What follows belongs to an exercise in optimizing a design on an open flow for a short achievable clock period and few clock cycles; a production flow would make more cautious choices.
In this exercise RTL edits were held to simulation tests only and were not proved equivalent to the original.
The clock input has no modelled driver; a real chip could not lean on it and would need a root buffer or a full tree.
Power figures rest on the tool's default switching activity, not on a simulated workload.

== the reference run ==
// acb_stream
module acb_stream (
    input  wire        clk,
    input  wire        rst,
    input  wire        start,
    input  wire [1:0]  op,
    input  wire [15:0] arg0,
    input  wire [12:0] in_len,
    output reg         done,
    output reg  [12:0] out_len,
    output reg  [12:0] in_pos,
    output reg  [2:0]  err_code,
    output reg  [15:0] err_info,
    output wire [11:0] in_addr,
    input  wire [7:0]  in_rdata,
    output wire [11:0] out_raddr,
    input  wire [7:0]  out_rdata,
    output reg         out_we,
    output reg  [11:0] out_waddr,
    output reg  [7:0]  out_wdata
);
Size in the first run: roughly 1,700 cells after synthesis, about 320 flip-flops, roughly 140 I/O pins, about 17,000 um^2 of cells after synthesis.
==> flow/config.mk <==
export PLATFORM = sky130hd
export DESIGN_NAME = acb_stream
export DESIGN_NICKNAME = acb_stream
export VERILOG_FILES = /design/flow/design.v
export SDC_FILE = /design/flow/constraint.sdc
export NUM_CORES = 4
export LEC_CHECK = 0
export ABC_CLOCK_PERIOD_IN_PS = 3000
export CAP_MARGIN = 20
export CORE_MARGIN = 2
export CORE_UTILIZATION = 40
export SETUP_SLACK_MARGIN = 5
export SLEW_MARGIN = 20
==> flow/constraint.sdc <==
create_clock -name core_clock -period 10.0 [get_ports {clk}]
set_input_delay 2.0000 -clock core_clock [delete_from_list [all_inputs] [get_ports {clk}]]
set_output_delay 2.0000 -clock core_clock [all_outputs]
set_load 0.01 [all_outputs]
run.sh (not shown) runs the stock make flow with config.mk's settings and CLKGATE_MAP_FILE= SYNTH_SCRIPT=/design/flow/synth_recipe.tcl, a recipe that flattens the netlist after the stock synthesis.
Testbench counts of the reference run, summed over its fixed seeds: cycles 270,399.
Input-level comparison between the trial run and the reference run:
- clearing SETUP_SLACK_MARGIN, which used to be 5
- clearing ABC_CLOCK_PERIOD_IN_PS, which used to be 3000
==> flow/flow/run.sh (new file) <==
#!/bin/bash
bash standard.sh SETUP_SLACK_MARGIN=7 ABC_CLOCK_PERIOD_IN_PS=3000 finish > flow_standard.log 2>&1
==> flow/standard.sh (new file) <==
#!/bin/bash
# synth_recipe.tcl (not shown) runs the flow's synth.tcl, then flattens the netlist and writes it again
# the make line also repeats each setting of config.mk as NAME=value (left out here)
make -C /OpenROAD-flow-scripts/flow DESIGN_CONFIG=/design/flow/config.mk WORK_HOME=/design/flow/orfs CLKGATE_MAP_FILE= SYNTH_SCRIPT=/design/flow/synth_recipe.tcl "${@:-finish}"
removed: flow/run.sh
Results
Comparing the trial run and the reference run, the higher final cell area excluding filler cells is on the trial run. The trial run ended with more total power than the reference run. The trial run against the reference run: average wire length per cell after detail routing has increased, number of logic stages on the critical path including buffering picked up an extra 2, clock share of power decreased by 1.4 points relative to the old numbers.

Another version of the RTL of acb_stream (not shown whole).
Size: roughly 420 flip-flops.
==> flow/config.mk <==
export PLATFORM = sky130hd
export DESIGN_NAME = acb_stream
export DESIGN_NICKNAME = acb_stream
export VERILOG_FILES = /design/flow/design.v
export SDC_FILE = /design/flow/constraint.sdc
export NUM_CORES = 4
export LEC_CHECK = 0
export CAP_MARGIN = 20
export CORE_MARGIN = 2
export CORE_UTILIZATION = 40
export SLEW_MARGIN = 20
==> flow/constraint.sdc <==
create_clock -name core_clock -period 10.0 [get_ports {clk}]
set_input_delay 2.0000 -clock core_clock [delete_from_list [all_inputs] [get_ports {clk}]]
set_output_delay 2.0000 -clock core_clock [all_outputs]
set_load 0.01 [all_outputs]
standard.sh (not shown) runs the stock make flow with config.mk's settings and CLKGATE_MAP_FILE= SYNTH_SCRIPT=/design/flow/synth_recipe.tcl, a recipe that flattens the netlist after the stock synthesis.
==> flow/flow/run.sh <==
#!/bin/bash
HERE=$(pwd)
bash standard.sh SETUP_SLACK_MARGIN=7.5 ABC_CLOCK_PERIOD_IN_PS=3000 CORE_UTILIZATION=65 PLACE_DENSITY=0.75 PRE_CTS_TCL=$HERE/flow/star_cts.tcl finish > flow_standard.log 2>&1
==> flow/flow/star_cts.tcl <==

set ::star_clk_net  clk
set ::star_leaves   32
set ::star_roots    4
set ::star_root_buf sky130_fd_sc_hd__clkbuf_16
set ::star_leaf_buf sky130_fd_sc_hd__clkbuf_16

rename clock_tree_synthesis orig_clock_tree_synthesis

proc star_kmeans {pts k iters} {
  set n [llength $pts]
  # start from points spread along the list sorted by x then y
  set srt [lsort -real -index 0 $pts]
  set cents {}
  for {set i 0} {$i < $k} {incr i} {
    set p [lindex $srt [expr {int(($i + 0.5) * $n / $k)}]]
    lappend cents [list [lindex $p 0] [lindex $p 1]]
  }
  # k-means++-ish refinement: plain Lloyd iterations
  for {set it 0} {$it < $iters} {incr it} {
    set sx [lrepeat $k 0.0]; set sy [lrepeat $k 0.0]; set cnt [lrepeat $k 0]
    set asg {}
    foreach p $pts {
      set px [lindex $p 0]; set py [lindex $p 1]
      set best 0; set bd 1e30
      for {set c 0} {$c < $k} {incr c} {
        set dx [expr {$px - [lindex $cents $c 0]}]
        set dy [expr {$py - [lindex $cents $c 1]}]
        set d [expr {abs($dx) + abs($dy)}]
        if {$d < $bd} { set bd $d; set best $c }
      }
      lappend asg $best
      lset sx $best [expr {[lindex $sx $best] + $px}]
      lset sy $best [expr {[lindex $sy $best] + $py}]
      lset cnt $best [expr {[lindex $cnt $best] + 1}]
    }
    for {set c 0} {$c < $k} {incr c} {
      if {[lindex $cnt $c] > 0} {
        lset cents $c [list [expr {[lindex $sx $c] / [lindex $cnt $c]}] [expr {[lindex $sy $c] / [lindex $cnt $c]}]]
      }
    }
  }
  return [list $cents $asg]
}

# Cap every cluster at ceil(n/k)+1 points: points of a full cluster go to
# the nearest cluster with room, farthest points first.
proc star_balance {pts cents asg k} {
  set n [llength $pts]
  set cap [expr {($n + $k - 1) / $k + 1}]
  set cnt [lrepeat $k 0]
  foreach c $asg { lset cnt $c [expr {[lindex $cnt $c] + 1}] }
  # order points by distance to their centre, farthest first
  set order {}
  for {set i 0} {$i < $n} {incr i} {
    set c [lindex $asg $i]
    set d [expr {abs([lindex $pts $i 0] - [lindex $cents $c 0]) + abs([lindex $pts $i 1] - [lindex $cents $c 1])}]
    lappend order [list $i $d]
  }
  set order [lsort -real -decreasing -index 1 $order]
  foreach e $order {
    set i [lindex $e 0]
    set c [lindex $asg $i]
    if {[lindex $cnt $c] <= $cap} continue
    set best -1; set bd 1e30
    for {set j 0} {$j < $k} {incr j} {
      if {$j == $c || [lindex $cnt $j] >= $cap} continue
      set d [expr {abs([lindex $pts $i 0] - [lindex $cents $j 0]) + abs([lindex $pts $i 1] - [lindex $cents $j 1])}]
      if {$d < $bd} { set bd $d; set best $j }
    }
    if {$best < 0} continue
    lset cnt $c [expr {[lindex $cnt $c] - 1}]
    lset cnt $best [expr {[lindex $cnt $best] + 1}]
    lset asg $i $best
  }
  return $asg
}

# The output ports' buffers get a strong drive strength.
proc star_size_outputs {} {
  set block [ord::get_db_block]
  set db [ord::get_db]
  set buf [$db findMaster sky130_fd_sc_hd__buf_6]
  set nb 0
  foreach bterm [$block getBTerms] {
    if {[$bterm getIoType] != "OUTPUT"} continue
    set net [$bterm getNet]
    if {$net == "NULL"} continue
    set drv [$net getFirstOutput]
    if {$drv == "NULL"} continue
    set inst [$drv getInst]
    set m [[$inst getMaster] getName]
    if {[lsearch -exact {sky130_fd_sc_hd__buf_6 sky130_fd_sc_hd__buf_8 sky130_fd_sc_hd__buf_12 sky130_fd_sc_hd__buf_16} $m] >= 0} continue
    if {[string match sky130_fd_sc_hd__buf_* $m] || [string match sky130_fd_sc_hd__clkdlybuf* $m] || [string match sky130_fd_sc_hd__dlygate* $m] || [string match sky130_fd_sc_hd__clkbuf_* $m]} {
      $inst swapMaster $buf
      incr nb
    }
  }
  puts "star_cts: $nb output buffers resized"
}

# Each flip-flop that drives an output port's buffer is moved next to that
# buffer (legalised later by the CTS step's detailed placement).
proc star_pull_outputs {} {
  set block [ord::get_db_block]
  set np 0
  foreach bterm [$block getBTerms] {
    if {[$bterm getIoType] != "OUTPUT"} continue
    set net [$bterm getNet]
    if {$net == "NULL"} continue
    set drv [$net getFirstOutput]
    if {$drv == "NULL"} continue
    set inst [$drv getInst]
    set a [$inst findITerm A]
    if {$a == "NULL"} continue
    set n2 [$a getNet]
    if {$n2 == "NULL"} continue
    set d2 [$n2 getFirstOutput]
    if {$d2 == "NULL"} continue
    set f [$d2 getInst]
    if {![string match sky130_fd_sc_hd__*df* [[$f getMaster] getName]]} continue
    lassign [$inst getLocation] bx by
    $f setLocation $bx $by
    $f setPlacementStatus PLACED
    incr np
  }
  puts "star_cts: $np output flip-flops moved to their buffers"
  detailed_placement
}

proc clock_tree_synthesis {args} {
  star_size_outputs
  star_pull_outputs
  set block [ord::get_db_block]
  set db [ord::get_db]
  set clk_net [$block findNet $::star_clk_net]
  set k $::star_leaves
  set root_master [$db findMaster $::star_root_buf]
  set leaf_master [$db findMaster $::star_leaf_buf]

  set sinks {}
  set pts {}
  foreach it [$clk_net getITerms] {
    set inst [$it getInst]
    set bb [$inst getBBox]
    set x [expr {([$bb xMin] + [$bb xMax]) / 2.0}]
    set y [expr {([$bb yMin] + [$bb yMax]) / 2.0}]
    lappend sinks $it
    lappend pts [list $x $y]
  }
  puts "star_cts: [llength $sinks] sinks, $k leaves"
  lassign [star_kmeans $pts $k 30] cents asg
  set asg [star_balance $pts $cents $asg $k]
  # leaf buffers at the centres of their final clusters
  set sx [lrepeat $k 0.0]; set sy [lrepeat $k 0.0]; set cn [lrepeat $k 0]
  set i 0
  foreach c $asg {
    lset sx $c [expr {[lindex $sx $c] + [lindex $pts $i 0]}]
    lset sy $c [expr {[lindex $sy $c] + [lindex $pts $i 1]}]
    lset cn $c [expr {[lindex $cn $c] + 1}]
    incr i
  }
  for {set c 0} {$c < $k} {incr c} {
    if {[lindex $cn $c] > 0} {
      lset cents $c [list [expr {[lindex $sx $c] / [lindex $cn $c]}] [expr {[lindex $sy $c] / [lindex $cn $c]}]]
    }
  }

  # leaves grouped under the roots
  set nr $::star_roots
  lassign [star_kmeans $cents $nr 30] rcents rasg
  set root_nets {}
  for {set r 0} {$r < $nr} {incr r} {
    set root [odb::dbInst_create $block $root_master "clkbuf_root_star_$r"]
    $root setLocation [expr {int([lindex $rcents $r 0])}] [expr {int([lindex $rcents $r 1])}]
    $root setPlacementStatus PLACED
    set root_net [odb::dbNet_create $block "clknet_root_star_$r"]
    $root_net setSigType CLOCK
    [$root findITerm A] connect $clk_net
    [$root findITerm X] connect $root_net
    lappend root_nets $root_net
  }
  puts "star_cts: leaves per root $rasg"

  set leaf_nets {}
  for {set c 0} {$c < $k} {incr c} {
    set leaf [odb::dbInst_create $block $leaf_master "clkbuf_leaf_star_$c"]
    $leaf setLocation [expr {int([lindex $cents $c 0])}] [expr {int([lindex $cents $c 1])}]
    $leaf setPlacementStatus PLACED
    set net [odb::dbNet_create $block "clknet_leaf_star_$c"]
    $net setSigType CLOCK
    [$leaf findITerm A] connect [lindex $root_nets [lindex $rasg $c]]
    [$leaf findITerm X] connect $net
    lappend leaf_nets $net
  }
  set i 0
  foreach it $sinks {
    set c [lindex $asg $i]
    $it disconnect
    $it connect [lindex $leaf_nets $c]
    incr i
  }
  set cnts [lrepeat $k 0]
  foreach c $asg { lset cnts $c [expr {[lindex $cnts $c] + 1}] }
  puts "star_cts: leaf fanouts $cnts"
  set_propagated_clock [all_clocks]
}
The starting point produced a clean layout.
Testbench counts at the start, summed over its fixed seeds: cycles 269,648.
==> next run, changes <==
--- a/flow/flow/star_cts.tcl
+++ b/flow/flow/star_cts.tcl
@@ -2,6 +2,6 @@
 set ::star_clk_net  clk
-set ::star_leaves   32
+set ::star_leaves   48
 set ::star_roots    4
-set ::star_root_buf sky130_fd_sc_hd__clkbuf_16
-set ::star_leaf_buf sky130_fd_sc_hd__clkbuf_16
+set ::star_root_buf sky130_fd_sc_hd__clkinv_16
+set ::star_leaf_buf sky130_fd_sc_hd__clkinv_4
 
@@ -130,5 +130,11 @@
 
+proc star_out_pin {inst} {
+  foreach it [$inst getITerms] {
+    if {[$it getIoType] == "OUTPUT" && [[$it getMTerm] getSigType] == "SIGNAL"} { return $it }
+  }
+  error "star_cts: no output pin on [$inst getName]"
+}
+
 proc clock_tree_synthesis {args} {
   star_size_outputs
-  star_pull_outputs
   set block [ord::get_db_block]
@@ -179,3 +185,3 @@
     [$root findITerm A] connect $clk_net
-    [$root findITerm X] connect $root_net
+    [star_out_pin $root] connect $root_net
     lappend root_nets $root_net
@@ -192,3 +198,3 @@
     [$leaf findITerm A] connect [lindex $root_nets [lindex $rasg $c]]
-    [$leaf findITerm X] connect $net
+    [star_out_pin $leaf] connect $net
     lappend leaf_nets $net
=>
- The new run completed with no timing, DRC or antenna violations
- sequential power barely changes
- synthesized cell count is unchanged
- power went down by 11%
- register-to-register slack gains 0.04 ns
- utilization is lower by 1.6 points
- global-route usage is lower by 1.7 points
- cell count is about the same
- hold slack is about the same
- worst setup slack gains 0.20 ns
- routed wire length falls by 6.2%
- fmax climbs by 7.4%
==> next run, changes <==
--- a/flow/flow/star_cts.tcl
+++ b/flow/flow/star_cts.tcl
@@ -2,3 +2,3 @@
 set ::star_clk_net  clk
-set ::star_leaves   48
+set ::star_leaves   40
 set ::star_roots    4
What happened: Clock power went down by 5.5%. Synthesized area stays the same. Global-route usage went up by 0.36 points. Core utilization went up by 0.53 points. Wire length went up by about 3.3%. Register-to-register slack degrades by 0.05 ns. First-iteration DRC count went up by 12%. Final area went up by about 0.7%. Critical path depth does not change. Die area is unchanged.
==> next run, changes <==
--- a/flow/flow/star_cts.tcl
+++ b/flow/flow/star_cts.tcl
@@ -2,6 +2,6 @@
 set ::star_clk_net  clk
-set ::star_leaves   40
+set ::star_leaves   32
 set ::star_roots    4
 set ::star_root_buf sky130_fd_sc_hd__clkinv_16
-set ::star_leaf_buf sky130_fd_sc_hd__clkinv_4
+set ::star_leaf_buf sky130_fd_sc_hd__clkinv_8
 
Effect: The changed run completed with no timing, DRC or antenna violations. Maximum frequency decreases by 1.5%. Total power increases by 3.2%. Design area is about the same. Cell count shrinks by 0.46%. Core utilization barely changes. Setup slack degrades by 0.041 ns. Global-route usage rose by 0.29 points. Clock power is higher by 19%.
No run of this note takes its clock network from TritonCTS; it comes from the design's own scripts or RTL.

-- afterwards: timing with drivers on the ports --
The results above use ideal ports. As a check the final layouts listed here were re-extracted and re-timed, cells and wires unchanged. Step 1, drivers: a clkbuf_16 drives clk and a buf_2 each remaining input, both assumed. Step 2 moves the port delays by t, midway between the first and last clock arrival at a register: inputs arrive t later, outputs are due t later. That takes back most of the time a late clock gives input paths. Slacks: ideal ports / drivers / drivers and shift; pairs: ideal ports / drivers.
run	t (ns)	slack for setup (ns)	worst setup path after step 2	pins driven straight from the clock port
the reference run	0.604	5.336 / 5.336 / 4.792	input to register	1
the trial run	0.605	6.816 / 6.816 / 6.269	input to register	1
the first run of note 2	0.484	7.140 / 7.017 / 7.117	input to register	4
the second run of note 2	0.457	7.338 / 7.083 / 7.135	input to register	4
the third run of note 2	0.450	7.346 / 7.089 / 7.141	input to register	4
the fourth run of note 2	0.468	7.305 / 7.056 / 7.162	input to register	4
After both steps setup and hold are still met in every run listed. For the trial run, which loses most, drivers alone change the setup slack by 0.000 ns; drivers and shift together by -0.547 ns.
